From an optimization exercise on the open Yosys and OpenROAD flow, aimed at small area, a short achievable clock period and few clock cycles; shortcuts taken in it are not production practice. Where RTL was checked, it was by simulation tests only, not by an equivalence proof against the original. No functional check of the RTL was part of runs 1, 2, 5 and 6. Power is estimated from default activity; no workload was simulated.

==> design/flow/design.v <==
module str_loop (
    input  wire               clk,
    input  wire               rst,
    input  wire               cmd_valid,
    input  wire [1:0]         cmd_op,       
    output reg                busy,
    input  wire [7:0]         nsps,
    input  wire [1:0]         ted_sel,
    input  wire               idx_sel,
    input  wire signed [23:0] k1,
    input  wire signed [23:0] k2,
    input  wire [15:0]        nrx,
    input  wire [15:0]        nmf,
    input  wire [15:0]        out_cap,
    output reg                mf_rd_en,
    output reg  [15:0]        mf_addr,
    input  wire [31:0]        mf_rdata,
    output reg                out_valid,
    output wire [31:0]        out_sym,
    output wire signed [33:0] out_err,
    output wire signed [9:0]  out_tau,
    output reg                init_ok,
    output reg                stop,
    output reg  [1:0]         stop_cause,
    output reg                err_flag,
    output reg  [2:0]         err_code,
    output reg  signed [41:0] p2,
    output reg  signed [9:0]  tau,
    output reg  [15:0]        nout,
    output reg  [15:0]        clamp_tot,
    output reg  [15:0]        clamp_con
);
    localparam OP_INIT = 2'd0, OP_STEP = 2'd1, OP_RUN = 2'd2;
    localparam ERR_NSPS = 3'd1, ERR_TED = 3'd3, ERR_SEQ = 3'd5;
    localparam CAUSE_END = 2'd1, CAUSE_LOW = 2'd2, CAUSE_FULL = 2'd3;
    localparam T_NONE = 2'd0, T_S = 2'd1, T_E = 2'd2, T_M = 2'd3;
    localparam F_IDLE = 3'd0, F_START = 3'd1, F_E = 3'd2, F_M = 3'd3,
               F_STOP = 3'd4, F_DONE = 3'd5;
    reg [7:0]         cfg_n;
    reg [1:0]         cfg_ted;
    reg               cfg_idx;
    reg signed [24:0] cfg_k;        
    reg [2:0]         fe;
    reg               run_mode;
    reg [1:0]         fe_cause;
    reg [16:0]        sb;           
    reg [16:0]        fe_e;         
    reg [15:0]        fcnt;         
    reg [1:0]         rk1, rk2;     
    reg signed [15:0] s_i, s_q, e_i, e_q, m_i, m_q;
    reg signed [16:0] d_i, d_q;
    reg signed [1:0]  zs_i, zs_q;
    reg signed [33:0] acc, err_r, err_b, err_c;
    reg [31:0]        sym1, sym2, sym3;
    reg signed [46:0] pl;
    reg signed [44:0] prod;
    reg               prod_ovf, prod_neg;
    reg signed [13:0] k_op;
    reg               mp_r;
    reg               amb_r;        
    reg signed [9:0]  tfl_r;
    reg [8:0]         dl_r;
    reg               v1, v2, v3, v4, v5, v6;
    assign out_sym = sym3;
    assign out_err = err_c;
    assign out_tau = tau;
    wire accept = cmd_valid && !busy;
    function [15:0] inc16;
        input [15:0] a;
        integer i;
        reg c;
        begin
            c = 1'b1;
            for (i = 0; i < 16; i = i + 1) begin
                inc16[i] = a[i] ^ c;
                c        = a[i] & c;
            end
        end
    endfunction
    function [16:0] add17;
        input [16:0] a;
        input [16:0] b;
        input        ci;
        integer i;
        reg c;
        begin
            c = ci;
            for (i = 0; i < 17; i = i + 1) begin
                add17[i] = a[i] ^ b[i] ^ c;
                c        = (a[i] & b[i]) | (a[i] & c) | (b[i] & c);
            end
        end
    endfunction
    wire zc_mode = cfg_ted[1];
    wire               mac_neg = (cfg_ted != 2'd1);
    wire signed [15:0] zx_i    = {{14{zs_i[1]}}, zs_i};
    wire signed [15:0] zx_q    = {{14{zs_q[1]}}, zs_q};
    wire signed [16:0] mul_a   = v1 ? d_i : d_q;
    wire signed [15:0] mul_b   = zc_mode ? (v1 ? zx_i : zx_q) : (v1 ? m_i : m_q);
    wire signed [33:0] mac_ad  = v1 ? 34'sd0 : acc;
    function zc_opp;
        input signed [15:0] a;
        input signed [15:0] b;
        zc_opp = zc_mode && (a[15] != b[15]) && (a != 16'sd0) && (b != 16'sd0);
    endfunction
    function [1:0] zc_sgn;
        input signed [15:0] a;
        input signed [15:0] b;
        zc_sgn = (a == 16'sd0 || b == 16'sd0) ? 2'b00 : (b[15] ? 2'b11 : 2'b01);
    endfunction
    wire signed [33:0] mac;
    booth_mac #(.NA(17), .NB(16), .W(34)) u_emac (
        .a(mul_a), .b(mul_b), .negb(mac_neg), .c(mac_ad), .y(mac));
    wire signed [47:0] k_ad   = v3 ? 48'sd0 : {{14{pl[46]}}, pl[46:13]};
    wire signed [47:0] kmac;
    booth_mac #(.NA(34), .NB(14), .W(48)) u_kmac (
        .a(err_r), .b(k_op), .negb(1'b0), .c(k_ad), .y(kmac));
    wire               k_ovf  = !((&kmac[47:31]) || !(|kmac[47:31]));
    localparam signed [45:0] ONE     = 46'sd1 << 40;
    localparam signed [45:0] MIN_ONE = -(46'sd1 << 40);
    wire signed [45:0] t_sum = p2 + prod;
    wire               t_hi  = prod_ovf ? !prod_neg : (t_sum > ONE);
    wire               t_lo  = prod_ovf ?  prod_neg : (t_sum < MIN_ONE);
    wire signed [21:0] tm_a   = amb_r ? $signed({2'b00, p2[19:0]}) : p2[41:20];
    wire signed [29:0] tm_y;
    booth_mac #(.NA(22), .NB(10), .W(30)) u_tmul (
        .a(tm_a), .b({2'b00, cfg_n}), .negb(1'b0), .c(30'd0), .y(tm_y));
    wire signed [9:0]  tfl    = tm_y[29:20];
    wire [19:0]        tfr    = tm_y[19:0];
    wire               amb    = v6 && (tfr >= 20'h7ff00) && (tfr <= 20'h80000);
    wire [19:0]        tdl    = 20'h80000 - tfr;
    wire               up_f   = (tfr > 20'h80000);
    wire [8:0]         l_hi   = {1'b0, tm_y[27:20]};
    wire               up_s   = (l_hi > dl_r) ||
                                ((l_hi == dl_r) && ((|tm_y[19:0]) || tfl_r[0]));
    wire               commit  = (v6 && !amb) || amb_r;
    wire signed [9:0]  tau_new = amb_r ? tfl_r + $signed({9'd0, up_s})
                                       : tfl + $signed({9'd0, up_f});
    wire               mispred = commit && (amb_r || tau_new != tau);
    wire               restart = mp_r && run_mode;
    wire               kill    = restart || amb_r;
    wire signed [17:0] fs        = $signed({1'b0, sb}) + tau;    
    wire [7:0]         n_up      = {1'b0, cfg_n[7:1]} + {7'd0, cfg_n[0]};   
    wire               c_short   = ({1'b0, nrx} < {cfg_n, 1'b0});
    wire               c_end     = (fe_e >= {1'b0, nmf});
    wire               c_full    = (fcnt == out_cap);
    wire               younger   = (rk1 == T_M) || (rk2 == T_M) ||
                                   v1 || v2 || v3 || v4 || v5;
    wire               fe_end    = (fe == F_STOP) || (fe == F_DONE);
    wire               finish    = fe_end && !younger && !restart && !amb &&
                                   !(mispred && run_mode);
    wire               start_ok  = accept && (cmd_op == OP_STEP || cmd_op == OP_RUN) &&
                                   init_ok && !stop;
    always @(posedge clk) begin
        if (rst) begin
            busy       <= 1'b0;
            fe         <= F_IDLE;
            run_mode   <= 1'b0;
            fe_cause   <= 2'd0;
            sb         <= 17'd0;
            rk1        <= T_NONE;
            rk2        <= T_NONE;
            v1         <= 1'b0;
            v2         <= 1'b0;
            v3         <= 1'b0;
            v4         <= 1'b0;
            v5         <= 1'b0;
            v6         <= 1'b0;
            mp_r       <= 1'b0;
            amb_r      <= 1'b0;
            mf_rd_en   <= 1'b0;
            mf_addr    <= 16'd0;
            out_valid  <= 1'b0;
            init_ok    <= 1'b0;
            stop       <= 1'b0;
            stop_cause <= 2'd0;
            err_flag   <= 1'b0;
            err_code   <= 3'd0;
            p2         <= 42'sd0;
            tau        <= 10'sd0;
            nout       <= 16'd0;
            clamp_tot  <= 16'd0;
            clamp_con  <= 16'd0;
        end else begin
            mf_rd_en  <= 1'b0;
            rk1       <= T_NONE;
            rk2       <= kill ? T_NONE : rk1;
            out_valid <= commit;
            mp_r      <= mispred;
            amb_r     <= amb;
            if (accept) begin
                err_flag <= 1'b0;
                err_code <= 3'd0;
                case (cmd_op)
                    OP_INIT: begin
                        if (nsps == 8'd0) begin
                            init_ok  <= 1'b0;
                            err_flag <= 1'b1;
                            err_code <= ERR_NSPS;
                        end else if (ted_sel == 2'd3) begin
                            init_ok  <= 1'b0;
                            err_flag <= 1'b1;
                            err_code <= ERR_TED;
                        end else begin
                            p2         <= 42'sd0;
                            tau        <= 10'sd0;
                            nout       <= 16'd0;
                            clamp_tot  <= 16'd0;
                            clamp_con  <= 16'd0;
                            stop       <= 1'b0;
                            stop_cause <= 2'd0;
                            init_ok    <= 1'b1;
                            sb         <= 17'd0;
                        end
                    end
                    OP_STEP, OP_RUN: begin
                        if (!init_ok) begin
                            err_flag <= 1'b1;
                            err_code <= ERR_SEQ;
                        end else if (!stop) begin
                            run_mode <= (cmd_op == OP_RUN);
                            busy     <= 1'b1;
                            fe       <= F_E;
                        end
                    end
                    default: ;   
                endcase
            end
            case (fe)
                F_START: begin
                    fe <= F_E;
                end
                F_E: begin
                    if (c_short) begin
                        fe       <= F_STOP;
                        fe_cause <= CAUSE_END;
                    end else if (fs < 0) begin
                        fe       <= F_STOP;
                        fe_cause <= CAUSE_LOW;
                    end else if (c_end) begin
                        fe       <= F_STOP;
                        fe_cause <= CAUSE_END;
                    end else if (c_full) begin
                        fe       <= F_STOP;
                        fe_cause <= CAUSE_FULL;
                    end else begin
                        mf_rd_en <= 1'b1;
                        mf_addr  <= fe_e[15:0];
                        rk1      <= T_E;
                        fe       <= F_M;
                    end
                end
                F_M: begin
                    mf_rd_en <= 1'b1;
                    mf_addr  <= add17(fe_e, ~{9'd0, n_up}, 1'b1);
                    rk1      <= T_M;
                    fe_e     <= add17(fe_e, {9'd0, cfg_n}, 1'b0);
                    fcnt     <= inc16(fcnt);
                    fe       <= run_mode ? F_E : F_DONE;
                end
                F_STOP, F_DONE: begin
                    if (finish) begin
                        busy <= 1'b0;
                        fe   <= F_IDLE;
                        if (fe == F_STOP) begin
                            stop       <= 1'b1;
                            stop_cause <= fe_cause;
                        end
                    end
                end
                default: ;
            endcase
            if (start_ok || restart) begin
                fcnt <= nout;
                fe_e <= fs[16:0] + {9'd0, cfg_n};
                if (fs >= 0 && fs[16:0] < {1'b0, nmf}) begin
                    mf_rd_en <= 1'b1;
                    mf_addr  <= fs[15:0];
                    rk1      <= T_S;
                end else begin
                    rk1      <= T_NONE;
                end
            end
            if (restart)
                fe <= F_E;
            else if (amb_r)
                rk1 <= T_NONE;
            v1 <= (rk2 == T_M) && !kill;
            v2 <= v1 && !kill;
            v3 <= v2 && !kill;
            v4 <= v3 && !kill;
            v5 <= v4 && !kill;
            v6 <= v5 && !kill;
            if (v5 && !mp_r && !amb_r) begin
                if (t_hi || t_lo) begin
                    clamp_tot <= inc16(clamp_tot);
                    clamp_con <= inc16(clamp_con);
                end else begin
                    clamp_con <= 16'd0;
                end
                if (t_hi)
                    p2 <= ONE[41:0];
                else if (t_lo)
                    p2 <= MIN_ONE[41:0];
                else
                    p2 <= t_sum[41:0];
            end
            if (commit) begin
                tau  <= tau_new;
                nout <= inc16(nout);
                sb   <= add17(sb, {9'd0, cfg_n}, 1'b0);
            end
        end
    end
    always @(posedge clk) begin
        case (rk2)
            T_S: begin
                e_i <= mf_rdata[15:0];
                e_q <= mf_rdata[31:16];
            end
            T_E: begin
                s_i <= e_i;
                s_q <= e_q;
                e_i <= mf_rdata[15:0];
                e_q <= mf_rdata[31:16];
            end
            T_M: begin
                m_i  <= mf_rdata[15:0];
                m_q  <= mf_rdata[31:16];
                d_i  <= zc_opp(s_i, e_i) ? s_i + e_i : s_i - e_i;
                d_q  <= zc_opp(s_q, e_q) ? s_q + e_q : s_q - e_q;
                zs_i <= zc_sgn(s_i, e_i);
                zs_q <= zc_sgn(s_q, e_q);
            end
            default: ;
        endcase
        if (v1) begin
            acc  <= mac;
            sym1 <= cfg_idx ? {s_q, s_i} : {m_q, m_i};
        end
        if (v2)
            err_r <= mac;
        k_op <= v2 ? $signed({1'b0, cfg_k[12:0]})
                   : $signed({{2{cfg_k[24]}}, cfg_k[24:13]});
        if (v3) begin
            pl   <= kmac[46:0];
            sym2 <= sym1;
        end
        if (v4) begin
            prod     <= {kmac[31:0], pl[12:0]};
            prod_ovf <= k_ovf;
            prod_neg <= kmac[47];
            err_b    <= err_r;
        end
        if (v5 && !amb_r)
            sym3 <= sym2;
        if (v6)
            err_c <= err_b;
        if (amb) begin
            tfl_r <= tfl;
            dl_r  <= tdl[8:0];
        end
    end
    always @(posedge clk) begin
        if (accept && cmd_op == OP_INIT && nsps != 8'd0 && ted_sel != 2'd3) begin
            cfg_n   <= nsps;
            cfg_ted <= ted_sel;
            cfg_idx <= idx_sel;
            cfg_k   <= k1 + k2;
        end
    end
endmodule
module booth_mac #(
    parameter NA = 16,
    parameter NB = 16,       
    parameter W  = 32
) (
    input  wire signed [NA-1:0] a,
    input  wire signed [NB-1:0] b,
    input  wire                 negb,    
    input  wire        [W-1:0]  c,
    output wire        [W-1:0]  y
);
    localparam R = NB / 2;
    function [W-1:0] k_const;
        input integer dummy;
        integer i;
        reg [W-1:0] k;
        begin
            k = {W{1'b0}};
            for (i = 0; i < R; i = i + 1)
                if (NA + 2 * i < W)
                    k = k - ({{(W-1){1'b0}}, 1'b1} << (NA + 2 * i));
            k_const = k;
        end
    endfunction
    localparam [W-1:0] KC = k_const(0);
    wire [NB:0]   bx = {b, 1'b0};
    wire [W-1:0]  rows [0:R];
    wire [R-1:0]  neg;
    genvar i;
    generate
        for (i = 0; i < R; i = i + 1) begin : g_row
            wire b0 = bx[2*i];
            wire b1 = bx[2*i+1];
            wire b2 = bx[2*i+2];
            wire one = b1 ^ b0;
            wire two = (b2 & ~b1 & ~b0) | (~b2 & b1 & b0);
            assign neg[i] = b2 ^ negb;
            wire [NA:0] mag = ({(NA+1){one}} & {a[NA-1], a}) |
                              ({(NA+1){two}} & {a, 1'b0});
            wire [NA:0] x   = mag ^ {(NA+1){neg[i]}};
            wire [NA:0] xu  = {~x[NA], x[NA-1:0]};
            wire [W+NA+2*R:0] sh = {{(W+2*R){1'b0}}, xu} << (2 * i);
            if (i == 0) begin : g_first
                assign rows[i] = sh[W-1:0];
            end else begin : g_next
                wire [W+2*R:0] nb = {{(W+2*R){1'b0}}, neg[i-1]} << (2 * i - 2);
                assign rows[i] = sh[W-1:0] | nb[W-1:0];
            end
        end
        if (1) begin : g_last
            wire [W+2*R:0] nb = {{(W+2*R){1'b0}}, neg[R-1]} << (2 * R - 2);
            assign rows[R] = nb[W-1:0];
        end
    endgenerate
    reg [W-1:0] sum;
    integer j;
    always @(*) begin
        sum = c + KC;
        for (j = 0; j <= R; j = j + 1)
            sum = sum + rows[j];
    end
    assign y = sum;
endmodule
==> design/flow/run.sh <==
#!/bin/bash
# synth_recipe.tcl (not shown) runs the flow's synth.tcl, then flattens the netlist and writes it again
# the make line also repeats each setting of config.mk as NAME=value (left out here)
make -C /OpenROAD-flow-scripts/flow DESIGN_CONFIG=/design/flow/config.mk WORK_HOME=/design/flow/orfs CLKGATE_MAP_FILE= SYNTH_SCRIPT=/design/flow/synth_recipe.tcl finish
==> design/flow/config.mk <==
export PLATFORM = sky130hd
export DESIGN_NAME = str_loop
export DESIGN_NICKNAME = str_loop
export VERILOG_FILES = /design/flow/design.v
export SDC_FILE = /design/flow/constraint.sdc
export NUM_CORES = 4
export LEC_CHECK = 0
export CAP_MARGIN = 20
export CORE_MARGIN = 2
export CORE_UTILIZATION = 40
export SETUP_SLACK_MARGIN = 5
export SLEW_MARGIN = 20
==> design/flow/constraint.sdc <==
create_clock -name core_clock -period 13.0 [get_ports {clk}]
set_input_delay 2.6000 -clock core_clock [delete_from_list [all_inputs] [get_ports {clk}]]
set_output_delay 2.6000 -clock core_clock [all_outputs]
set_load 0.01 [all_outputs]
==> impl_results.md, run 1 <==
- Status: no timing/DRC/antenna violations
- First-pass GRT wire length: 327000 µm
- Destination of the worst register-to-register timing path: stop_cause[1]
- Hold Fails Final Rpt: 0
- Maximum frequency from static timing analysis: about 120 MHz
- Detail Placement HPWL: approximately 150000 µm
- Async S/R FF share, synth: 0%
- Pins Over Slew Limit: 0
- Distinct cell type count of the synthesized netlist: between 90 and 100
- Tmin final: approximately 8500 ps
- H-Tree Depth: 3
- Number of filler instances in the final layout: 15.4k
- Via total after detailed routing: about 56k
- Highest fanout seen on the critical path: 8
- Worst path most repeated cell: sky130_fd_sc_hd__fa_1
- Synth Area in Compound Gates: 18.8%
- Post-synth top cells: 554 x sky130_fd_sc_hd__ha_1, 548 x sky130_fd_sc_hd__edfxtp_1, 504 x sky130_fd_sc_hd__a21oi_1, 504 x sky130_fd_sc_hd__inv_1, 476 x sky130_fd_sc_hd__nand2_1
- Area of combinational cells with multiple inputs: 43600 µm²
- Register-to-register setup slack: 4520 ps
- Multiplexer share of the synthesized area: approximately 2.3%
- Crit. End Element: register
- Standard cell with the maximum stage delay on the critical path: sky130_fd_sc_hd__or4b_4
- Number of buffers between clock root and the deepest sink: 3
- Number of core rows: 149
- Area growth from synthesis to final layout: 17.3%
- Biggest area contributors in the synthesized netlist: sky130_fd_sc_hd__edfxtp_1 25%, sky130_fd_sc_hd__fa_1 12%, sky130_fd_sc_hd__ha_1 10%
- Main flop type after synthesis: sky130_fd_sc_hd__edfxtp_1
- Ratio of cells with drive above 1 in the final layout: roughly a tenth
- Non-filler cells in the finished layout: approximately 9.5k
- R2r startpoint: amb_r
- Power per Cell Area: approximately 140 nW/µm²
- Insertion delay of the later-clocked pin in the worst-skew pair: roughly 740 ps
- Synth Area in Simple Gates: between 10% and 20%
- Post-DR wirelength/cell: 22.7 µm
- Sequential fraction of the synthesis area: a little under a third
- CTS tree: yes
- Die span in x: around 400 µm
- Worst Setup EP: stop_cause[1]
- Number of maximum-capacitance constraint violations: 0
- Detailed Route Iter0 Violations: between 5k and 6k
- GRT overflow: 0
- Core region area: 165000 µm²
- Total instance count after detailed placement: ~9k
- Number of endpoints failing setup at the final stage: 0
- Via/cell ratio: 5.89
- Class of the tightest hold or removal check: reg2reg
- Number of I/O port buffers: roughly 350
- Length of the first detailed-routing pass in iterations: 6
- Net count of the mapped netlist: 8167
- Worst slack after detailed placement: about 3300 ps
- Cell depth of the worst flop-to-flop path: 39
- Worst path required time: ~14000 ps
- Number of standard cells after synthesis: approximately 7k
- Clk Tree Root Cell: sky130_fd_sc_hd__clkbuf_16
- Critical Path AT: a little over 9000 ps
- Unrepaired setup endpoints after global routing: true
- Least-Margin Pin Slew: between 1000 and 1500 ps
- Count of synthesis-stage warnings from yosys: 4
- Classification of the worst setup path: reg2reg
- Post-layout net count: around 8.3k
- Setup crit start kind: register
- Parity-gate share of the synthesized area counting xor and xnor cells: 7.25%
- IO Pins: approximately 350
- Final WL: 216000 µm
- Adder-cell area share of the yosys netlist: approximately a quarter
- Largest net degree at the start of global routing: roughly 120
- CP max stage delay: about 590 ps
- Total DRC errors in the routed layout: 0
- Dominant combinational cell family by area after synthesis: adder cells
- Setup TNS: 0 ps
- Count leader, synth: sky130_fd_sc_hd__ha_1
- ANT nets after route: 0
- Die Footprint: roughly 170000 µm²
- Critical path startpoint: amb_r
- Fin Clk Skew: approximately 63 ps
- Initial core utilization: about two fifths
- Weighted congestion reported at the end of routability-driven placement: around 0.9
- Initial antenna violation count: 19
- Count of clock tree sinks: roughly 720
- Number of buffers created by CTS: 86
- Overall fraction of global-route tracks in use: 24.7%
- Peak ir drop on the vdd network: 0.000363 V
- Reg clk slew, reported paths: around 60 ps
- Post-synthesis average cell area: approximately 9.4 µm²
- Area leader, netlist: sky130_fd_sc_hd__edfxtp_1
- Final critical-path share of the clock period: 65.3%
- Total standard cell area after synthesis: 66300 µm²
- Final worst setup slack: between 4000 and 5000 ps
- Total area of sequential cells: approximately 20000 µm²
- EDFF count, synth: 548
- Fraction of post-synthesis cell area in the top cell type by area: 24.8%
- Total of flip-flops plus latches after synthesis: ~720
- Leakage Power: just over 30 nW
- Number of global-route vias before repair: 53.7k
- Worst rel slew slack: around 25%
- Vertical extent of the die: around 410 µm
[final cells by class]
cell class | instances | area share, %
multi-input cells | 5294 | 56.1
flip-flops and latches | 724 | 25.8
repair buffers | 613 | 8.27
well taps | 2189 | 3.52
clock buffers | 100 | 2.89
inverters | 508 | 2.47
clock inverters | 60 | 0.990
diodes | 5 | 0.0161
[metal layers]
| layer | routed length, µm | GRT usage [%] | vias up |
|---|---|---|---|
| met5 | 69 | 0 | - |
| met4 | 8410 | 8.73 | 12 |
| met3 | 17400 | 3.78 | 432 |
| met2 | 97200 | 39.4 | 2394 |
| met1 | 92500 | 34.1 | 27400 |
| li1 | - | - | 25700 |
[report_power, final]
group          switching (mW)  internal, mW  total [mW]
logic                    3.28          2.22        5.50
clock network            1.11          1.47        2.58
registers              0.0121          2.89        2.90
total                    4.40          6.58        11.0
[logic make-up after synthesis]
logic type | Yosys count
AOI/OAI and AO/OA | 1939
and+or+nand+nor | 1632
buffers and inverters | 1057
adders and majority gates | 1031
DFF | 724
xor gates and xnor gates | 547
muxes | 142
[sequential cells by signal (all words and copies together), names as in the netlist, 17 cells and up]
register and flops:
d_i 17, d_q 17, pl 47, fe_e 17, err_b 34, sym1 32
err_r 34, sym2 32, p2 42, err_c 34, prod 45, cfg_k 25
sb 17, sym3 32, acc 34
[through the flow]
stage               hold slack, ps  power [mW]  utilization, %  instance area [µm²]
floorplan                      400        6.55               -                66600
global placement               403        7.86            43.5                71700
detailed placement             405        7.93            43.5                71700
CTS                            385        10.7            46.5                76700
global route                   396        11.7            47.2                77700
finish                         381        11.0            47.2                77700
[layout by cell type (no fill, tap or decap), types with 41 or more instances in the layout]
cell type,n
sky130_fd_sc_hd__a211oi_1,54
sky130_fd_sc_hd__mux2_2,59
sky130_fd_sc_hd__a21o_1,101
sky130_fd_sc_hd__nor4_1,41
sky130_fd_sc_hd__buf_4,191
sky130_fd_sc_hd__xor2_1,171
sky130_fd_sc_hd__o22ai_1,293
sky130_fd_sc_hd__o211ai_1,49
sky130_fd_sc_hd__nor2b_1,119
sky130_fd_sc_hd__edfxtp_1,548
sky130_fd_sc_hd__and2_1,54
sky130_fd_sc_hd__nor3_1,54
sky130_fd_sc_hd__xnor2_1,358
sky130_fd_sc_hd__maj3_1,78
sky130_fd_sc_hd__clkbuf_16,92
sky130_fd_sc_hd__dfxtp_1,158
sky130_fd_sc_hd__nand3_1,121
sky130_fd_sc_hd__a21oi_1,491
sky130_fd_sc_hd__o31ai_1,41
sky130_fd_sc_hd__nand2b_1,75
sky130_fd_sc_hd__and3_1,47
sky130_fd_sc_hd__ha_1,532
sky130_fd_sc_hd__nand2_1,468
sky130_fd_sc_hd__clkdlybuf4s50_1,344
sky130_fd_sc_hd__inv_1,496
sky130_fd_sc_hd__mux2i_1,52
sky130_fd_sc_hd__nor2_1,458
sky130_fd_sc_hd__a221oi_1,51
sky130_fd_sc_hd__o21ai_0,345
sky130_fd_sc_hd__a22oi_1,165
sky130_fd_sc_hd__fa_1,396
[how the worst min path moves through the flow]
stage | startpoint | endpoint | slack (ps) | cells after the start
after global routing | err_b[1] | err_c[1] | 400 | 0
after detailed placement | err_b[1] | err_c[1] | 400 | 0
after global placement | err_b[17] | err_c[17] | 400 | 0
final | err_b[1] | err_c[1] | 380 | 0
after CTS | err_b[1] | err_c[1] | 380 | 0
after floorplan | err_b[0] | err_c[0] | 400 | 0
[timing repair]
action | in CTS | in global routing
setup buffers | 71 | 37
resized for setup | 185 | 117
hold buffers | 0 | 0
cloned | 15 | 6
setup endpoints to repair | 74 | 25
pin swaps | 23 | 49
[worst max-delay path, delay by kind of cell (launching register included)]
kind	cells	cell delay (ps)
flip-flops	1	360
buffers and inverters	5	550
AND/OR/NAND/NOR	10	1410
adder cells (fa/ha/maj)	7	2460
XOR/XNOR	3	450
multiplexers	3	900
AO/OA/AOI/OAI	11	2220
==> inputs of run 2 (changes only) <==
--- a/design/flow/config.mk
+++ b/design/flow/config.mk
@@ -8,5 +8,5 @@
 export CAP_MARGIN = 20
 export CORE_MARGIN = 2
-export CORE_UTILIZATION = 40
+export CORE_UTILIZATION = 55
 export SETUP_SLACK_MARGIN = 5
 export SLEW_MARGIN = 20
==> impl_results.md, run 2 <==
- Total of flip-flops plus latches after synthesis: between 700 and 800
- Register-to-register setup slack: 4450 ps
- Fraction of post-synthesis cell area in the top cell type by area: roughly a quarter
- Worst rel slew slack: a little under a third
- Post-synth top cells: 554 x sky130_fd_sc_hd__ha_1, 548 x sky130_fd_sc_hd__edfxtp_1, 504 x sky130_fd_sc_hd__a21oi_1, 504 x sky130_fd_sc_hd__inv_1, 476 x sky130_fd_sc_hd__nand2_1
- Top library cells by usage in the layout, fill and taps aside: 548 x sky130_fd_sc_hd__edfxtp_1, 531 x sky130_fd_sc_hd__ha_1, 494 x sky130_fd_sc_hd__inv_1
- IO Pins: 347
- Area of combinational cells with multiple inputs: between 40000 and 50000 µm²
- EDFF count, synth: approximately 550
- Number of buffers between clock root and the deepest sink: 3
- Min-Delay Path Depth: 0
- Detailed Route Iter0 Violations: just under 5k
- Clk Tree Root Cell: sky130_fd_sc_hd__clkbuf_16
- Number of buffers created by CTS: 84
- Number of standard cells after synthesis: 7072
- Count of hold-fix buffers inserted at cts: 0
- Distinct cell type count of the synthesized netlist: slightly below 100
- Unrepaired setup endpoints after global routing: true
- Via/cell ratio: just over 6
- Count of clock tree sinks: a little over 700
- Post-DR wirelength/cell: 22.8 µm
- Standard cell with the maximum stage delay on the critical path: sky130_fd_sc_hd__or4b_4
- Final WL: about 200000 µm
- Critical Path AT: 9160 ps
- Detail Placement HPWL: about 140000 µm
- Largest register FFs: 47
- Die Footprint: approximately 120000 µm²
- Area leader, netlist: sky130_fd_sc_hd__edfxtp_1
- Final worst setup slack: between 4000 and 5000 ps
- Final core area utilization: ~64%
- Overall fraction of global-route tracks in use: 32.3%
- Worst slack after detailed placement: 2920 ps
- Cell depth of the worst flop-to-flop path: 33
- Net count of the mapped netlist: around 8k
- Total DRC errors in the routed layout: 0
- Largest registers ranked by flip-flop count: pl x47, prod x45, p2 x42
- Die span in x: 351 µm
- Pins Over Slew Limit: 0
- Reg clk slew, reported paths: roughly 60 ps
- Least-Margin Pin Slew: around 1000 ps
- Number of core rows: 127
- Crit. End Element: register
- Fin Clk Skew: 69.9 ps
- Count leader, synth: sky130_fd_sc_hd__ha_1
- Total standard cell area after synthesis: approximately 66000 µm²
- Number of filler instances in the final layout: roughly 10k
- Ratio of cells with drive above 1 in the final layout: under 10%
- Initial antenna violation count: 10
- Largest register by flop count: pl
- Number of global-route vias before repair: roughly 53k
- Classification of the worst setup path: reg2reg
- Via total after detailed routing: about 55k
- Insertion delay of the later-clocked pin in the worst-skew pair: between 700 and 800 ps
- Core region area: 120000 µm²
- Tmin final: 8550 ps
- Total area of sequential cells: 20000 µm²
- Initial core utilization: 55.3%
- CTS tree: yes
- Hold Fails Final Rpt: 0
- Non-filler cells in the finished layout: approximately 9k
- Leakage Power: around 31 nW
- Worst Setup EP: stop_cause[0]
- Biggest area contributors in the synthesized netlist: sky130_fd_sc_hd__edfxtp_1 25%, sky130_fd_sc_hd__fa_1 12%, sky130_fd_sc_hd__ha_1 10%
- Setup crit start kind: register
- Destination of the worst register-to-register timing path: stop_cause[0]
- Power per Cell Area: 139 nW/µm²
- GRT overflow: 0
- Async S/R FF share, synth: 0%
- Number of I/O port buffers: about 350
- Class of the tightest hold or removal check: reg2reg
- Main flop type after synthesis: sky130_fd_sc_hd__edfxtp_1
- Most common library cell in the layout ignoring fill and taps: sky130_fd_sc_hd__edfxtp_1
- CP max stage delay: approximately 580 ps
- Post-synthesis average cell area: between 9 and 10 µm²
- Count of synthesis-stage warnings from yosys: 4
- Largest net degree at the start of global routing: 116
- Highest fanout seen on the critical path: 8
- Critical path startpoint: cfg_n[3]
- Length of the first detailed-routing pass in iterations: 6
- Post-layout net count: 8338
- ANT nets after route: 0
- Vertical extent of the die: roughly 350 µm
- Worst path required time: ~14000 ps
- Total instance count after detailed placement: approximately 8.6k
- Final critical-path share of the clock period: roughly two thirds
- Worst path most repeated cell: sky130_fd_sc_hd__fa_1
- Hold slack: between 300 and 400 ps
- Area growth from synthesis to final layout: 16.2%
- First-pass GRT wire length: 310000 µm
- Weighted congestion reported at the end of routability-driven placement: about 0.94
- R2r startpoint: cfg_n[3]
- Number of endpoints failing setup at the final stage: 0
- Number of maximum-capacitance constraint violations: 0
- H-Tree Depth: 3
- Peak ir drop on the vdd network: 0.000173 V
- Sequential fraction of the synthesis area: 30.1%
- Status: no timing/DRC/antenna violations
- Maximum frequency from static timing analysis: about 120 MHz
- Setup TNS: 0 ps
## run 2: cell counts after synthesis
No cell type changed its count.
## run 2: metal layers
metal | vias to the layer above | share of wire, % | track usage (%)
li1 | 25700 | - | -
met1 | 27100 | 43 | 44.0
met2 | 2165 | 46 | 51.5
met3 | 422 | 7.4 | 5.09
met4 | 10 | 4.1 | 12.9
met5 | - | 0.038 | 0
## run 2: cells by family (layout without fill, tap and decap cells)
group                      after synthesis  after routing  synth area share, %
DFF                                    724            724                 30.1
adders and majority gates             1031           1031                 23.7
other                                    0              2                    0
AOI/OAI and AO/OA                     1939           1939                 18.8
muxes                                  142            143                 2.31
buffers and inverters                 1057           1297                 6.08
xor gates and xnor gates               547            547                 7.25
and+or+nand+nor                       1632           1634                 11.8
## run 2: per-stage QoR
| step | power (mW) | cell area [µm²] |
|---|---|---|
| floorplan | 6.55 | 66600 |
| global route | 11.5 | 77000 |
| finish | 10.7 | 77000 |
| detailed placement | 7.77 | 71000 |
| global placement | 7.69 | 71000 |
| CTS | 10.6 | 76000 |
## run 2: worst min-delay path by stage
stage,start,end,slack [ps]
after floorplan,err_b[0],err_c[0],400
after global placement,err_b[1],err_c[1],400
after detailed placement,err_b[21],err_c[21],400
after CTS,err_b[30],err_c[30],350
after global routing,err_b[30],err_c[30],370
final,err_b[33],err_c[33],350
## run 2: layout make-up
cell class / count / area share, %
antenna: 2 / 0.00650
clock buffer: 101 / 2.86
clock inverter: 57 / 1.04
inverter: 508 / 2.50
multi-input combinational: 5294 / 56.5
sequential: 724 / 26.0
tap: 1612 / 2.62
timing repair buffer: 631 / 8.50
## run 2: where the power goes
| group | total [mW] | internal [mW] | leakage (nW) | switching [mW] |
|---|---|---|---|---|
| logic | 5.20 | 2.13 | 23.0 | 3.07 |
| clock network | 2.60 | 1.53 | 1.45 | 1.07 |
| registers | 2.90 | 2.89 | 6.36 | 0.0149 |
## run 2: critical path, delay by kind of cell, from the launching register on
kind	cells	cell delay, ps
buffers and inverters	6	860
muxes	1	170
AOI/OAI and AO/OA	8	2030
adders and majority gates	7	2540
xor gates and xnor gates	3	670
DFF	1	500
and+or+nand+nor	8	1650
## run 2: what timing repair did
action | 4_1_cts | 5_1_grt
resized for setup | 196 | 89
endpoints found under the setup margin | 69 | 21
buffers inserted | 78 | 52
cloned | 14 | 5
pin swaps | 39 | 16
==> inputs of run 3 (changes only) <==
--- a/design/flow/design.v
+++ b/design/flow/design.v
@@ -148,6 +148,6 @@
                                    v1 || v2 || v3 || v4 || v5;
     wire               fe_end    = (fe == F_STOP) || (fe == F_DONE);
-    wire               finish    = fe_end && !younger && !restart && !amb &&
-                                   !(mispred && run_mode);
+    wire               finish    = fe_end && !younger && !v6 && !restart &&
+                                   !(amb_r && run_mode);
     wire               start_ok  = accept && (cmd_op == OP_STEP || cmd_op == OP_RUN) &&
                                    init_ok && !stop;
--- a/design/flow/config.mk
+++ b/design/flow/config.mk
@@ -8,5 +8,5 @@
 export CAP_MARGIN = 20
 export CORE_MARGIN = 2
-export CORE_UTILIZATION = 55
+export CORE_UTILIZATION = 40
 export SETUP_SLACK_MARGIN = 5
 export SLEW_MARGIN = 20
==> impl_results.md, run 3 <==
- Setup crit start kind: register
- Leakage Power: about 30 nW
- Overall fraction of global-route tracks in use: 23.9%
- Number of standard cells after synthesis: approximately 7.0k
- Final WL: around 210000 µm
- Standard cell with the maximum stage delay on the critical path: sky130_fd_sc_hd__edfxtp_1
- Largest net degree at the start of global routing: slightly above 90
- Detail Placement HPWL: roughly 150000 µm
- Reg clk slew, reported paths: 80 ps
- Peak ir drop on the vdd network: roughly 0.00028 V
- Summed area of non-filler cells in the final layout: 75800 µm²
- Total instance count after detailed placement: around 9.1k
- Hold Fails Final Rpt: 0
- Pins Over Slew Limit: 0
- Fraction of post-synthesis cell area in the top cell type by area: 24.9%
- Highest fanout seen on the critical path: 22
- Number of filler instances in the final layout: between 15k and 20k
- Destination of the worst register-to-register timing path: mp_r
- Largest register FFs: 47
- Biggest area contributors in the synthesized netlist: sky130_fd_sc_hd__edfxtp_1 25%, sky130_fd_sc_hd__fa_1 12%, sky130_fd_sc_hd__ha_1 11%
- Worst rel slew slack: around 30%
- GRT overflow: 0
- Via/cell ratio: 5.83
- Async S/R FF share, synth: 0%
- Worst slack after detailed placement: 3870 ps
- Core region area: 164000 µm²
- First-pass GRT wire length: approximately 320000 µm
- Number of maximum-capacitance constraint violations: 0
- Crit. End Element: register
- Final worst setup slack: about 5100 ps
- Maximum frequency from static timing analysis: 127 MHz
- Cell depth of the worst flop-to-flop path: 39
- Status: no timing/DRC/antenna violations
- Total standard cell area after synthesis: approximately 66000 µm²
- Total of flip-flops plus latches after synthesis: 724
- Insertion delay of the later-clocked pin in the worst-skew pair: 730 ps
- Destination of the worst hold path: prod[11]
- Initial antenna violation count: 17
- Total DRC errors in the routed layout: 0
- Vertical extent of the die: 410 µm
- R2r startpoint: cfg_n[4]
- H-Tree Depth: 3
- Via total after detailed routing: approximately 55k
- Top library cells by usage in the layout, fill and taps aside: 548 x sky130_fd_sc_hd__ha_1, 548 x sky130_fd_sc_hd__edfxtp_1, 499 x sky130_fd_sc_hd__a21oi_1
- Unrepaired setup endpoints after global routing: true
- Area leader, netlist: sky130_fd_sc_hd__edfxtp_1
- Number of global-route vias before repair: roughly 52k
- Largest registers ranked by flip-flop count: pl x47, prod x45, p2 x42
- Post-synthesis average cell area: 9.43 µm²
- Sequential fraction of the synthesis area: a little under a third
- Die Footprint: ~170000 µm²
- Number of buffers created by CTS: 86
- Tmin final: 7870 ps
- Weighted congestion reported at the end of routability-driven placement: 0.945
- Length of the first detailed-routing pass in iterations: 8
- Count of synthesis-stage warnings from yosys: 4
- Number of core rows: approximately 150
- Final critical-path share of the clock period: between 60% and 70%
- IO Pins: 347
- Register-to-register setup slack: roughly 5100 ps
- Area of combinational cells with multiple inputs: around 43000 µm²
- Overall power after layout: between 10 and 15 mW
- Area growth from synthesis to final layout: 14.9%
- Number of buffers between clock root and the deepest sink: 3
- Number of I/O port buffers: 345
- Total area of sequential cells: 20000 µm²
- Die span in x: slightly above 400 µm
- Post-synth top cells: 554 x sky130_fd_sc_hd__ha_1, 548 x sky130_fd_sc_hd__edfxtp_1, 506 x sky130_fd_sc_hd__a21oi_1, 493 x sky130_fd_sc_hd__inv_1, 474 x sky130_fd_sc_hd__nand2_1
- Power per Cell Area: approximately 190 nW/µm²
- Least-Margin Pin Slew: between 1000 and 1500 ps
- Setup TNS: 0 ps
- Class of the tightest hold or removal check: reg2reg
- Ratio of cells with drive above 1 in the final layout: approximately 8.2%
- Clk Tree Root Cell: sky130_fd_sc_hd__clkbuf_16
- Count of clock tree sinks: between 700 and 800
- CP max stage delay: between 500 and 600 ps
- Critical Path AT: between 8000 and 9000 ps
- ANT nets after route: 0
- Detailed Route Iter0 Violations: 5157
- Critical hold path startpoint: pl[11]
- Classification of the worst setup path: reg2reg
- Main flop type after synthesis: sky130_fd_sc_hd__edfxtp_1
- Largest register by flop count: pl
- Worst path required time: 13560 ps
- EDFF count, synth: 548
- Fin Clk Skew: around 51 ps
- Initial core utilization: 40.1%
- Distinct cell type count of the synthesized netlist: 95
- Count of hold-fix buffers inserted at cts: 0
- Post-layout net count: just over 8k
- Post-DR wirelength/cell: between 20 and 25 µm
- Post-place instance area: 71300 µm²
- Min-Delay Path Depth: 0
- CTS tree: yes
- Count leader, synth: sky130_fd_sc_hd__ha_1
- Non-filler cells in the finished layout: 9369
- Net count of the mapped netlist: a little over 8k
- Number of endpoints failing setup at the final stage: 0
-- run 3: kinds of logic after synthesis --
| kind of cell | share of synthesized area [%] |
|---|---|
| muxes | 2.40 |
| adders and majority gates | 23.8 |
| DFF | 30.3 |
| AOI/OAI and AO/OA | 18.9 |
| and+or+nand+nor | 11.4 |
| xor gates and xnor gates | 7.30 |
| buffers and inverters | 6.00 |
-- run 3: metrics by stage --
stage               hold slack, ps  util, %
floorplan                      400        -
global placement               400     43.4
detailed placement             405     43.4
CTS                            386     45.5
global route                   393     46.1
finish                         375     46.1
-- run 3: worst max path at each step --
| stage | from | end | slack (ps) | cells after the start |
|---|---|---|---|---|
| 6_report | cfg_n[4] | mp_r | 5130 | 39 |
| 5_1_grt | cfg_n[1] | mp_r | 4760 | 39 |
| 4_1_cts | amb_r | mp_r | 4940 | 38 |
| 3_5_place_dp | cfg_n[3] | mp_r | 3870 | 41 |
| 3_3_place_gp | cfg_n[3] | mp_r | 3980 | 41 |
| 2_1_floorplan | v1 | acc[27] | 5030 | 28 |
-- run 3: area by class of cell --
cell class	count	area share, %
flip-flops and latches	724	26.4
well taps	2189	3.61
repair buffers	549	7.26
clock inverters	60	0.954
multi-input cells	5247	56.2
clock buffers	101	3.02
diodes	2	0.00660
inverters	497	2.49
-- run 3: routing by layer --
layer / global-route usage, % / routed length [µm]
met5: 0 / 11
met4: 6.33 / 6140
met3: 3.78 / 16700
met2: 37.9 / 94700
met1: 33.9 / 94200
-- run 3: timing repair --
item	CTS	global route
pin swaps	3	18
setup endpoints to repair	59	47
buffers inserted	13	38
gates cloned	1	16
gates resized for setup	62	105
-- run 3: where the power goes --
group          switching (mW)  internal, mW
clock network            1.10          1.47
logic                    5.22          3.27
registers              0.0198          3.16
total                    6.34          7.89
-- run 3: worst max-delay path: cells and delay by family (launching register included) --
family	cells	cell delay, ps
compound gates	13	2160
xor+xnor	3	720
fa+ha+maj	7	2640
buf+inv	5	620
flops	1	520
mux	1	130
simple gates	10	920
Testbench counts of run 3, summed over its fixed seeds: cycles 16,075.
==> inputs of run 4 (changes only) <==
--- a/design/flow/config.mk
+++ b/design/flow/config.mk
@@ -6,7 +6,7 @@
 export NUM_CORES = 4
 export LEC_CHECK = 0
-export CAP_MARGIN = 20
+export CAP_MARGIN = 5
 export CORE_MARGIN = 2
 export CORE_UTILIZATION = 40
 export SETUP_SLACK_MARGIN = 5
-export SLEW_MARGIN = 20
+export SLEW_MARGIN = 5
==> impl_results.md, run 4 <==
- Post-layout net count: roughly 8k
- Final critical-path share of the clock period: about 60%
- Unrepaired setup endpoints after global routing: true
- EDFF count, synth: ~550
- Detailed Route Iter0 Violations: 5437
- Total instance count after detailed placement: 9138
- Fraction of post-synthesis cell area in the top cell type by area: 24.9%
- Sequential fraction of the synthesis area: between 30 and 40%
- Initial core utilization: approximately 40%
- Largest registers ranked by flip-flop count: pl x47, prod x45, p2 x42
- Number of buffers created by CTS: 86
- Number of core rows: roughly 150
- Detail Placement HPWL: between 100000 and 150000 µm
- Reg clk slew, reported paths: about 60 ps
- Top library cells by usage in the layout, fill and taps aside: 548 x sky130_fd_sc_hd__edfxtp_1, 547 x sky130_fd_sc_hd__ha_1, 498 x sky130_fd_sc_hd__a21oi_1
- R2r startpoint: amb_r
- Final core area utilization: 46.1%
- Area leader, netlist: sky130_fd_sc_hd__edfxtp_1
- Ratio of cells with drive above 1 in the final layout: under 10%
- Core region area: approximately 160000 µm²
- Worst slack after detailed placement: about 3900 ps
- Setup crit start kind: register
- Worst rel slew slack: 20.8%
- Number of buffers between clock root and the deepest sink: 3
- Length of the first detailed-routing pass in iterations: 8
- Cell depth of the worst flop-to-flop path: 39
- Async S/R FF share, synth: 0%
- Count of synthesis-stage warnings from yosys: 4
- Setup TNS: 0 ps
- Worst path required time: ~14000 ps
- Total DRC errors in the routed layout: 0
- Count of clock tree sinks: 724
- Via/cell ratio: 5.86
- Maximum frequency from static timing analysis: 128 MHz
- Worst Setup EP: mp_r
- Number of maximum-capacitance constraint violations: 0
- Net count of the mapped netlist: a little over 8k
- Initial antenna violation count: 19
- Top cell family by delay on the critical path: adder cells
- GRT overflow: 0
- Critical hold path startpoint: pl[7]
- Insertion delay of the later-clocked pin in the worst-skew pair: between 700 and 800 ps
- Count leader, synth: sky130_fd_sc_hd__ha_1
- Tmin final: 7820 ps
- Register-to-register setup slack: approximately 5200 ps
- Non-filler cells in the finished layout: roughly 9.4k
- Largest register by flop count: pl
- Weighted congestion reported at the end of routability-driven placement: 0.945
- Final worst setup slack: 5180 ps
- Overall fraction of global-route tracks in use: 24.0%
- First-pass GRT wire length: 316000 µm
- Classification of the worst setup path: reg2reg
- Biggest area contributors in the synthesized netlist: sky130_fd_sc_hd__edfxtp_1 25%, sky130_fd_sc_hd__fa_1 12%, sky130_fd_sc_hd__ha_1 11%
- Total standard cell area after synthesis: around 66000 µm²
- Area growth from synthesis to final layout: 15.0%
- Number of global-route vias before repair: 52.3k
- Die span in x: around 410 µm
- Largest register FFs: 47
- Number of I/O port buffers: 345
- Fin Clk Skew: between 50 and 60 ps
- Destination of the worst register-to-register timing path: mp_r
- Main flop type after synthesis: sky130_fd_sc_hd__edfxtp_1
- Number of endpoints failing setup at the final stage: 0
- Leakage Power: 29.9 nW
- Total number of cells along the worst setup path: 39
- Via total after detailed routing: 55.0k
- CTS tree: yes
- Critical Path AT: about 8400 ps
- Summed area of non-filler cells in the final layout: 75900 µm²
- Most common library cell in the layout ignoring fill and taps: sky130_fd_sc_hd__edfxtp_1
- Count of hold-fix buffers inserted at cts: 0
- Largest net degree at the start of global routing: around 90
- Final WL: 212000 µm
- ANT nets after route: 0
- Total of flip-flops plus latches after synthesis: between 700 and 800
- Post-synth top cells: 554 x sky130_fd_sc_hd__ha_1, 548 x sky130_fd_sc_hd__edfxtp_1, 506 x sky130_fd_sc_hd__a21oi_1, 493 x sky130_fd_sc_hd__inv_1, 474 x sky130_fd_sc_hd__nand2_1
- Pins Over Slew Limit: 0
- Crit. End Element: register
- Least-Margin Pin Slew: between 1000 and 1500 ps
- Power per Cell Area: between 150 and 200 nW/µm²
- Post-DR wirelength/cell: between 20 and 25 µm
- Hold Fails Final Rpt: 0
- Number of buffer and inverter instances along the worst setup path: 4
- Class of the tightest hold or removal check: reg2reg
- Number of standard cells after synthesis: between 6k and 7k
- CP max stage delay: 560 ps
- Post-place instance area: approximately 71000 µm²
- Distinct cell type count of the synthesized netlist: 95
- IO Pins: around 350
- Critical path startpoint: amb_r
- Vertical extent of the die: between 400 and 500 µm
- Peak ir drop on the vdd network: between 0.0002 and 0.0003 V
- Status: no timing/DRC/antenna violations
- Clk Tree Root Cell: sky130_fd_sc_hd__clkbuf_16
- Post-synthesis average cell area: 9.43 µm²
- H-Tree Depth: 3
- Die Footprint: 168000 µm²
- Highest fanout seen on the critical path: 10
- Standard cell with the maximum stage delay on the critical path: sky130_fd_sc_hd__fa_1
==> run 4: cell counts after synthesis <==
Identical to the previous run, type by type.
==> run 4: final cells by class <==
class                      count  area (µm²)
fill                       15500       88500
clock buffer                 103        2260
sequential                   724       20000
timing repair buffer         562        5680
inverter                     497        1880
tap                         2189        2740
antenna                        2        5.00
multi-input combinational   5247       42600
clock inverter                59         642
==> run 4: power by group <==
group	switching, mW	internal [mW]	total [mW]
Combinational	5.22	3.25	8.47
Sequential	0.0190	3.16	3.18
Clock	1.10	1.37	2.47
==> run 4: repair_timing <==
item / in CTS / in global routing
buffers inserted: 16 / 45
pin swaps: 4 / 18
cloned: 4 / 16
endpoints found under the setup margin: 60 / 48
gates resized for setup: 66 / 115
==> run 4: how the worst min path moves through the flow <==
| stage | end | slack [ps] | depth (start not counted) |
|---|---|---|---|
| finish | prod[7] | 410 | 0 |
| global route | err_c[1] | 420 | 0 |
| CTS | prod[7] | 410 | 0 |
| detailed placement | prod[5] | 400 | 0 |
| global placement | err_c[1] | 400 | 0 |
| floorplan | err_c[0] | 400 | 0 |
==> run 4: cells by family (layout without fill, tap and decap cells) <==
logic type | after synthesis | count (layout) | synth area share (%)
mux | 147 | 148 | 2.40
fa+ha+maj | 1031 | 1031 | 23.8
buf+inv | 1032 | 1221 | 6.00
compound gates | 1925 | 1925 | 18.9
simple gates | 1588 | 1593 | 11.4
flops | 724 | 724 | 30.3
other cells | 0 | 2 | 0
xor+xnor | 550 | 550 | 7.30
==> run 4: stage by stage <==
stage	hold slack, ps	power, mW
after floorplan	400	9.02
after global placement	400	11.2
after detailed placement	405	11.3
after CTS	406	13.9
after global routing	422	15.2
final	409	14.1
==> run 4: layer usage <==
layer	GRT usage, %	wire, µm
met1	34.1	93900
met2	37.8	95700
met3	4.00	17200
met4	5.90	5050
met5	0	190
==> inputs of run 5 (changes only) <==
--- a/design/flow/design.v
+++ b/design/flow/design.v
@@ -46,5 +46,5 @@
     reg [16:0]        sb;           
     reg [16:0]        fe_e;         
-    reg [15:0]        fcnt;         
+    reg [2:0]         pend;         
     reg [1:0]         rk1, rk2;     
     reg signed [15:0] s_i, s_q, e_i, e_q, m_i, m_q;
@@ -104,4 +104,11 @@
         zc_opp = zc_mode && (a[15] != b[15]) && (a != 16'sd0) && (b != 16'sd0);
     endfunction
+    function signed [16:0] addsub17;
+        input signed [15:0] a;
+        input signed [15:0] b;
+        input               sub;
+        addsub17 = $signed({a[15], a}) + $signed({b[15], b} ^ {17{sub}}) +
+                   $signed({16'd0, sub});
+    endfunction
     function [1:0] zc_sgn;
         input signed [15:0] a;
@@ -120,6 +127,9 @@
     localparam signed [45:0] MIN_ONE = -(46'sd1 << 40);
     wire signed [45:0] t_sum = p2 + prod;
-    wire               t_hi  = prod_ovf ? !prod_neg : (t_sum > ONE);
-    wire               t_lo  = prod_ovf ?  prod_neg : (t_sum < MIN_ONE);
+    wire               t_gt  = !t_sum[45] && ((|t_sum[44:41]) ||
+                                              (t_sum[40] && (|t_sum[39:0])));
+    wire               t_lt  = t_sum[45] && !(&t_sum[44:40]);
+    wire               t_hi  = prod_ovf ? !prod_neg : t_gt;
+    wire               t_lo  = prod_ovf ?  prod_neg : t_lt;
     wire signed [21:0] tm_a   = amb_r ? $signed({2'b00, p2[19:0]}) : p2[41:20];
     wire signed [29:0] tm_y;
@@ -144,5 +154,6 @@
     wire               c_short   = ({1'b0, nrx} < {cfg_n, 1'b0});
     wire               c_end     = (fe_e >= {1'b0, nmf});
-    wire               c_full    = (fcnt == out_cap);
+    wire [15:0]        f_nout    = nout + {13'd0, pend};    
+    wire               c_full    = (f_nout == out_cap);
     wire               younger   = (rk1 == T_M) || (rk2 == T_M) ||
                                    v1 || v2 || v3 || v4 || v5;
@@ -256,5 +267,4 @@
                     rk1      <= T_M;
                     fe_e     <= add17(fe_e, {9'd0, cfg_n}, 1'b0);
-                    fcnt     <= inc16(fcnt);
                     fe       <= run_mode ? F_E : F_DONE;
                 end
@@ -271,6 +281,7 @@
                 default: ;
             endcase
+            pend <= pend + {2'd0, fe == F_M} - {2'd0, commit};
             if (start_ok || restart) begin
-                fcnt <= nout;
+                pend <= 3'd0;
                 fe_e <= fs[16:0] + {9'd0, cfg_n};
                 if (fs >= 0 && fs[16:0] < {1'b0, nmf}) begin
@@ -328,6 +339,6 @@
                 m_i  <= mf_rdata[15:0];
                 m_q  <= mf_rdata[31:16];
-                d_i  <= zc_opp(s_i, e_i) ? s_i + e_i : s_i - e_i;
-                d_q  <= zc_opp(s_q, e_q) ? s_q + e_q : s_q - e_q;
+                d_i  <= addsub17(s_i, e_i, !zc_opp(s_i, e_i));
+                d_q  <= addsub17(s_q, e_q, !zc_opp(s_q, e_q));
                 zs_i <= zc_sgn(s_i, e_i);
                 zs_q <= zc_sgn(s_q, e_q);
==> impl_results.md, run 5 <==
- Insertion delay of the later-clocked pin in the worst-skew pair: around 700 ps
- Via total after detailed routing: approximately 54k
- Largest net degree at the start of global routing: between 100 and 150
- Worst rel slew slack: roughly 16%
- Non-filler cells in the finished layout: 9304
- Number of maximum-capacitance constraint violations: 0
- EDFF count, synth: around 540
- Number of endpoints failing setup at the final stage: 0
- Post-DR wirelength/cell: 22.2 µm
- Status: no timing/DRC/antenna violations
- Length of the first detailed-routing pass in iterations: 6
- Number of standard cells after synthesis: between 6k and 7k
- Detail Placement HPWL: 144000 µm
- GRT overflow: 0
- Reg clk slew, reported paths: about 70 ps
- Clk Tree Root Cell: sky130_fd_sc_hd__clkbuf_16
- Final critical-path share of the clock period: between 60% and 70%
- Distinct cell type count of the synthesized netlist: 100
- Number of global-route vias before repair: slightly above 50k
- Maximum frequency from static timing analysis: 124 MHz
- Most common library cell in the layout ignoring fill and taps: sky130_fd_sc_hd__edfxtp_1
- Count of hold-fix buffers inserted at cts: 0
- Number of I/O port buffers: about 350
- Tmin final: 8060 ps
- Die span in x: 407 µm
- Detailed Route Iter0 Violations: 5195
- Least-Margin Pin Slew: around 1300 ps
- Number of buffer and inverter instances along the worst setup path: 5
- CTS tree: yes
- Setup TNS: 0 ps
- First-pass GRT wire length: approximately 310000 µm
- Highest fanout seen on the critical path: 11
- Net count of the mapped netlist: 7984
- Initial antenna violation count: 12
- Top cell family by delay on the critical path: adder cells
- Via/cell ratio: between 5 and 6
- Number of buffers created by CTS: 82
- Power per Cell Area: 186 nW/µm²
- Unrepaired setup endpoints after global routing: true
- Largest registers ranked by flip-flop count: pl x47, prod x45, p2 x42
- Top library cells by usage in the layout, fill and taps aside: 535 x sky130_fd_sc_hd__edfxtp_1, 525 x sky130_fd_sc_hd__ha_1, 502 x sky130_fd_sc_hd__inv_1
- Fraction of post-synthesis cell area in the top cell type by area: ~25%
- Area leader, netlist: sky130_fd_sc_hd__edfxtp_1
- Crit. End Element: register
- Register-to-register setup slack: 4940 ps
- Number of buffers between clock root and the deepest sink: 3
- Biggest area contributors in the synthesized netlist: sky130_fd_sc_hd__edfxtp_1 25%, sky130_fd_sc_hd__fa_1 12%, sky130_fd_sc_hd__ha_1 10%
- Initial core utilization: roughly 40%
- Critical Path AT: between 8000 and 9000 ps
- Async S/R FF share, synth: 0%
- Class of the tightest hold or removal check: reg2reg
- Number of filler instances in the final layout: 15.3k
- Die Footprint: about 170000 µm²
- Standard cell with the maximum stage delay on the critical path: sky130_fd_sc_hd__or4b_4
- Worst path required time: ~14000 ps
- Count leader, synth: sky130_fd_sc_hd__ha_1
- Largest register FFs: 47
- IO Pins: between 300 and 400
- Classification of the worst setup path: reg2reg
- Total of flip-flops plus latches after synthesis: between 700 and 800
- Post-synthesis average cell area: ~9.4 µm²
- Inserted Diodes: 0
- Weighted congestion reported at the end of routability-driven placement: roughly 0.9
- Fin Clk Skew: between 30 and 40 ps
- Area growth from synthesis to final layout: 15.9%
- Count of synthesis-stage warnings from yosys: 4
- Vertical extent of the die: just over 400 µm
- Summed area of non-filler cells in the final layout: ~75000 µm²
- H-Tree Depth: 3
- Pins Over Slew Limit: 0
- Ratio of cells with drive above 1 in the final layout: under 10%
- Main flop type after synthesis: sky130_fd_sc_hd__edfxtp_1
- Hold Fails Final Rpt: 0
- Count of clock tree sinks: just over 700
- Largest register by flop count: pl
- Peak ir drop on the vdd network: between 0.0004 and 0.0005 V
- Post-synth top cells: 541 x sky130_fd_sc_hd__ha_1, 535 x sky130_fd_sc_hd__edfxtp_1, 507 x sky130_fd_sc_hd__inv_1, 481 x sky130_fd_sc_hd__a21oi_1, 446 x sky130_fd_sc_hd__nor2_1
- Final WL: a little over 200000 µm
- Total DRC errors in the routed layout: 0
- CP max stage delay: about 600 ps
- ANT nets after route: 0
- Post-layout net count: about 8.1k
- Leakage Power: between 20 and 30 nW
- Core region area: ~160000 µm²
- Setup crit start kind: register
- Overall fraction of global-route tracks in use: a little under a quarter
- Number of core rows: ~150
- Total standard cell area after synthesis: ~65000 µm²
- Sequential fraction of the synthesis area: between 30% and 40%
- Post-place instance area: 70400 µm²
- Total instance count after detailed placement: ~9k
## run 5: changes by cell type in the layout (fill, tap and decap cells not counted), moves of 15 or more
cell,before,now
sky130_fd_sc_hd__o21ai_0,326,357
sky130_fd_sc_hd__a21oi_1,498,468
sky130_fd_sc_hd__mux2_2,75,59
sky130_fd_sc_hd__ha_1,547,525
sky130_fd_sc_hd__xnor2_1,373,352
sky130_fd_sc_hd__nand2_1,469,429
sky130_fd_sc_hd__a32o_1,16,1
sky130_fd_sc_hd__buf_4,159,176
sky130_fd_sc_hd__inv_1,487,502
sky130_fd_sc_hd__nor3_1,82,64
## run 5: repair_timing
| item | in CTS | in global routing |
|---|---|---|
| endpoints found under the setup margin | 51 | 26 |
| gates cloned | 7 | 10 |
| resized for setup | 102 | 108 |
| endpoints found under the hold margin | 0 | 0 |
| buffers inserted | 35 | 58 |
| pin swaps | 17 | 39 |
## run 5: cell type report
| cell class | count | area, µm² | area share (%) |
|---|---|---|---|
| Clock buffer | 109 | 2250 | 2.99 |
| Clock inverter | 43 | 637 | 0.845 |
| Inverter | 514 | 1940 | 2.57 |
| Multi-Input combinational cell | 5172 | 42400 | 56.2 |
| Sequential cell | 711 | 19600 | 26.0 |
| Tap cell | 2175 | 2720 | 3.61 |
| Timing Repair Buffer | 580 | 5870 | 7.78 |
## run 5: power breakdown
| group | internal (mW) | leakage, nW | switching (mW) | total, mW |
|---|---|---|---|---|
| registers | 3.12 | 6.24 | 0.0292 | 3.15 |
| logic | 3.35 | 22.2 | 5.02 | 8.37 |
| clock network | 1.48 | 1.41 | 1.04 | 2.51 |
## run 5: logic make-up after synthesis
kind of cell	count (synthesis)	synth area share, %
buffers and inverters	1021	6.02
multiplexers	142	2.35
AO/OA/AOI/OAI	1923	19.0
XOR/XNOR	543	7.31
AND/OR/NAND/NOR	1540	11.3
adder cells (fa/ha/maj)	1020	23.9
flip-flops	711	30.1
## run 5: path summary, 6_finish.rpt
check	start	to	cells past startpoint
min reg2reg	err_b[1]	err_c[1]	0
max reg2reg	amb_r	mp_r	35
min	err_b[1]	err_c[1]	0
max	amb_r	mp_r	35
## run 5: through the flow
stage | utilization, % | power, mW | hold WS, ps | setup slack (ps)
detailed placement | 43.4 | 11.2 | 405 | 3730
floorplan | - | 8.97 | 400 | 5010
global route | 46.5 | 15.2 | 424 | 4740
CTS | 45.7 | 13.9 | 411 | 4940
global placement | 43.4 | 11.1 | 401 | 3740
finish | 46.5 | 14.0 | 411 | 4940
## run 5: metal layers
layer	track usage, %	part of all wire, %	vias to the layer above
li1	-	-	25000
met1	33.7	44	26400
met2	37.5	45	2256
met3	4.33	8.2	361
met4	6.81	2.9	0
met5	0	0	-
==> inputs of run 6 (changes only) <==
--- a/design/flow/config.mk
+++ b/design/flow/config.mk
@@ -6,4 +6,5 @@
 export NUM_CORES = 4
 export LEC_CHECK = 0
+export ABC_AREA = 1
 export CAP_MARGIN = 5
 export CORE_MARGIN = 2
==> impl_results.md, run 6 <==
- Status: no timing/DRC/antenna violations
- Main flop type after synthesis: sky130_fd_sc_hd__edfxtp_1
- Setup TNS: 0 ps
- Critical Path AT: a little over 8000 ps
- Worst rel slew slack: 24.7%
- ANT nets after route: 0
- Vertical extent of the die: between 300 and 400 µm
- Most Crowded Layer GR: met2
- Crit. End Element: register
- Leakage Power: ~32 nW
- Number of buffers created by CTS: 84
- Classification of the worst setup path: reg2reg
- CTS tree: yes
- Via/cell ratio: 5.45
- Maximum frequency from static timing analysis: 132 MHz
- Number of I/O port buffers: 345
- Die span in x: between 300 and 400 µm
- Fin Clk Skew: 76.8 ps
- Count of hold-fix buffers inserted at cts: 0
- GR met1 Demand/Resource: about a third
- Hold Fails Final Rpt: 0
- Class of the tightest hold or removal check: reg2reg
- Post-synthesis average cell area: about 9 µm²
- Clk Tree Root Cell: sky130_fd_sc_hd__clkbuf_16
- Ratio of cells with drive above 1 in the final layout: 6.89%
- Insertion delay of the later-clocked pin in the worst-skew pair: approximately 750 ps
- Async S/R FF share, synth: 0%
- Number of standard cells after synthesis: between 7k and 8k
- IO Pins: 347
- Weighted congestion reported at the end of routability-driven placement: about 0.95
- Unrepaired setup endpoints after global routing: true
- Overall fraction of global-route tracks in use: between 20% and 30%
- Worst slack after detailed placement: about 4000 ps
- Number of endpoints failing setup at the final stage: 0
- Initial core utilization: about two fifths
- Total standard cell area after synthesis: roughly 62000 µm²
- Standard cell with the maximum stage delay on the critical path: sky130_fd_sc_hd__fa_1
- Post-DR wirelength/cell: roughly 21 µm
- Distinct cell type count of the synthesized netlist: slightly below 70
- Worst path most repeated cell: sky130_fd_sc_hd__nor2_1
- Net count of the mapped netlist: around 8.2k
- Area leader, netlist: sky130_fd_sc_hd__edfxtp_1
- Count of synthesis-stage warnings from yosys: 4
- Fraction of met2 tracks used by global routing: about two fifths
- Biggest area contributors in the synthesized netlist: sky130_fd_sc_hd__edfxtp_1 26%, sky130_fd_sc_hd__fa_1 13%, sky130_fd_sc_hd__ha_1 11%
- Detailed Route Iter0 Violations: roughly 4.7k
- Min-Delay Path Depth: 0
- Post-synth top cells: 1265 x sky130_fd_sc_hd__nand2_1, 1006 x sky130_fd_sc_hd__inv_1, 654 x sky130_fd_sc_hd__xor2_1, 541 x sky130_fd_sc_hd__ha_1, 535 x sky130_fd_sc_hd__edfxtp_1
- Length of the first detailed-routing pass in iterations: 6
- H-Tree Depth: 3
- Count of clock tree sinks: ~700
- Area growth from synthesis to final layout: 16.5%
- Post-layout net count: around 8.6k
- Number of buffers between clock root and the deepest sink: 3
- Largest register by flop count: pl
- Register-to-register setup slack: roughly 5400 ps
- Final worst setup slack: between 5000 and 6000 ps
- Number of core rows: 145
- Pins Over Slew Limit: 0
- Largest net degree at the start of global routing: a little over 70
- Destination of the worst hold path: sym3[30]
- Met3 track demand over resource in global routing: approximately 4%
- Least-Margin Pin Slew: 1130 ps
- Detail Placement HPWL: between 150000 and 200000 µm
- Number of maximum-capacitance constraint violations: 0
- Reg clk slew, reported paths: ~60 ps
- Final core area utilization: a little under half
- Destination of the worst register-to-register timing path: mp_r
- Largest register FFs: between 40 and 50
- Core region area: roughly 160000 µm²
- R2r startpoint: cfg_n[6]
- Non-filler cells in the finished layout: around 9.6k
- Peak ir drop on the vdd network: around 0.00021 V
- Top library cells by usage in the layout, fill and taps aside: 1252 x sky130_fd_sc_hd__nand2_1, 992 x sky130_fd_sc_hd__inv_1, 647 x sky130_fd_sc_hd__xor2_1
- Tmin final: approximately 7600 ps
- Count leader, synth: sky130_fd_sc_hd__nand2_1
- Inserted Diodes: 0
- Critical hold path startpoint: sym2[30]
- Total DRC errors in the routed layout: 0
- First-pass GRT wire length: slightly above 300000 µm
- CP max stage delay: about 500 ps
- Fraction of post-synthesis cell area in the top cell type by area: between 20% and 30%
- Setup crit start kind: register
- EDFF count, synth: approximately 540
- Via total after detailed routing: between 50k and 60k
- Number of global-route vias before repair: 51.4k
- Final critical-path share of the clock period: roughly three fifths
- Worst path required time: between 10000 and 15000 ps
- Sequential fraction of the synthesis area: between 30% and 40%
- Number of filler instances in the final layout: ~15k
- Highest fanout seen on the critical path: 11
- Total instance count after detailed placement: 9346
- Most common library cell in the layout ignoring fill and taps: sky130_fd_sc_hd__nand2_1
- Final WL: between 200000 and 250000 µm
- GRT overflow: 0
- Power per Cell Area: 177 nW/µm²
- Cell depth of the worst flop-to-flop path: 47
- Initial antenna violation count: 5
- Total of flip-flops plus latches after synthesis: between 700 and 800
- Largest registers ranked by flip-flop count: pl x47, prod x45, p2 x42
- Die Footprint: approximately 160000 µm²
run 6: cell count changes after synthesis, sizes merged, moves of 122 or more:
cell,before,now
xor2,185,657
nand2,434,1275
xnor2,358,88
o22ai,285,437
o21ai,373,245
a22oi,183,1
inv,512,1019
nor2b,122,0
clkbuf,423,202
run 6: worst max-delay path by stage:
| stage | start | endpoint | slack (ps) | cells past startpoint |
|---|---|---|---|---|
| floorplan | v1 | acc[29] | 5450 | 26 |
| global placement | cfg_n[0] | mp_r | 4070 | 44 |
| detailed placement | v1 | err_r[30] | 4000 | 24 |
| global route | cfg_n[4] | mp_r | 4940 | 50 |
| CTS | cfg_n[4] | mp_r | 5010 | 47 |
| finish | cfg_n[6] | mp_r | 5400 | 47 |
run 6: what timing repair did:
action                     CTS  global route
setup buffers               20            58
cloned                       8             7
hold endpoints to repair     0             0
setup endpoints to repair   44            28
pin swaps                    2            30
gates resized for setup    100           114
run 6: cell families after synthesis:
kind of cell,after synthesis,share of synthesized area (%)
compound gates,1201,11.0
xor+xnor,746,10.5
fa+ha+maj,940,23.6
buf+inv,1299,8.00
flops,711,31.3
mux,51,0.849
simple gates,2193,14.7
run 6: power by group:
group,total (mW),internal [mW],switching (mW)
clock network,2.55,1.47,1.08
registers,3.07,3.03,0.0366
logic,7.25,2.46,4.78
total,12.9,6.96,5.90
run 6: per-layer routing:
layer	routed length (µm)	vias to the layer above	share of wire [%]
met5	0	-	0
met4	6500	0	3.2
met3	15400	347	7.5
met2	94500	2019	46
met1	88200	25500	43
li1	-	24400	-
run 6: critical path: cells and delay by family, from the launching register on:
kind	cells	cell delay (ps)
flops	1	410
xor+xnor	3	460
simple gates	19	1820
fa+ha+maj	6	2330
compound gates	10	1470
buf+inv	9	940
run 6: cell type report:
class | count | area [µm²] | share of cell area, %
tap | 2058 | 2570 | 3.54
multi-input combinational | 5136 | 38800 | 53.3
sequential | 711 | 19600 | 26.9
timing repair buffer | 497 | 4800 | 6.59
clock buffer | 108 | 2280 | 3.14
clock inverter | 49 | 701 | 0.963
timing repair inverter | 8 | 57.6 | 0.0791
inverter | 1029 | 3940 | 5.41
run 6: metrics by stage:
stage               hold slack [ps]  area [µm²]  power [mW]
floorplan                       400       62500        7.94
global placement                404       68100        10.1
detailed placement              405       68100        10.1
CTS                             408       71700        12.8
global route                    413       72800        13.9
finish                          406       72800        12.9

re-timing with driven ports:
The flow's constraints put no driver on any port. The routed layouts listed below were extracted and timed again, unchanged, in two steps.
Step 1 (the two cells are an assumption about what drives the block):
set clk [get_ports {clk}]
set_driving_cell -lib_cell sky130_fd_sc_hd__clkbuf_16 $clk
set_driving_cell -lib_cell sky130_fd_sc_hd__buf_2 [delete_from_list [all_inputs] $clk]
Step 2 moves the port delays by t, midway between the first and last clock arrival at a register: inputs arrive t later, outputs are due t later. That takes back most of the time a late clock gives input paths.
a / b / c = ideal ports / drivers / drivers and shift; a / b = the first two.
run | shift t [ns] | setup WS [ns] | hold WS [ns] | clock arrival spread, ns | worst data-port slew with drivers (ns)
run 1 | 0.787 | 4.517 / 4.517 / 4.517 | 0.381 / 0.381 / 0.381 | 0.071 / 0.071 | 0.33
run 2 | 0.792 | 4.447 / 4.447 / 4.447 | 0.353 / 0.353 / 0.353 | 0.073 / 0.073 | 0.09
run 3 | 0.798 | 5.127 / 5.127 / 5.127 | 0.375 / 0.375 / 0.375 | 0.053 / 0.053 | 0.17
run 4 | 0.793 | 5.182 / 5.182 / 5.182 | 0.409 / 0.409 / 0.409 | 0.057 / 0.056 | 0.16
run 5 | 0.756 | 4.945 / 4.945 / 4.945 | 0.411 / 0.411 / 0.411 | 0.039 / 0.039 | 0.08
run 6 | 0.794 | 5.397 / 5.397 / 5.397 | 0.406 / 0.406 / 0.406 | 0.092 / 0.093 | 0.07
After both steps every run listed still meets setup and hold.
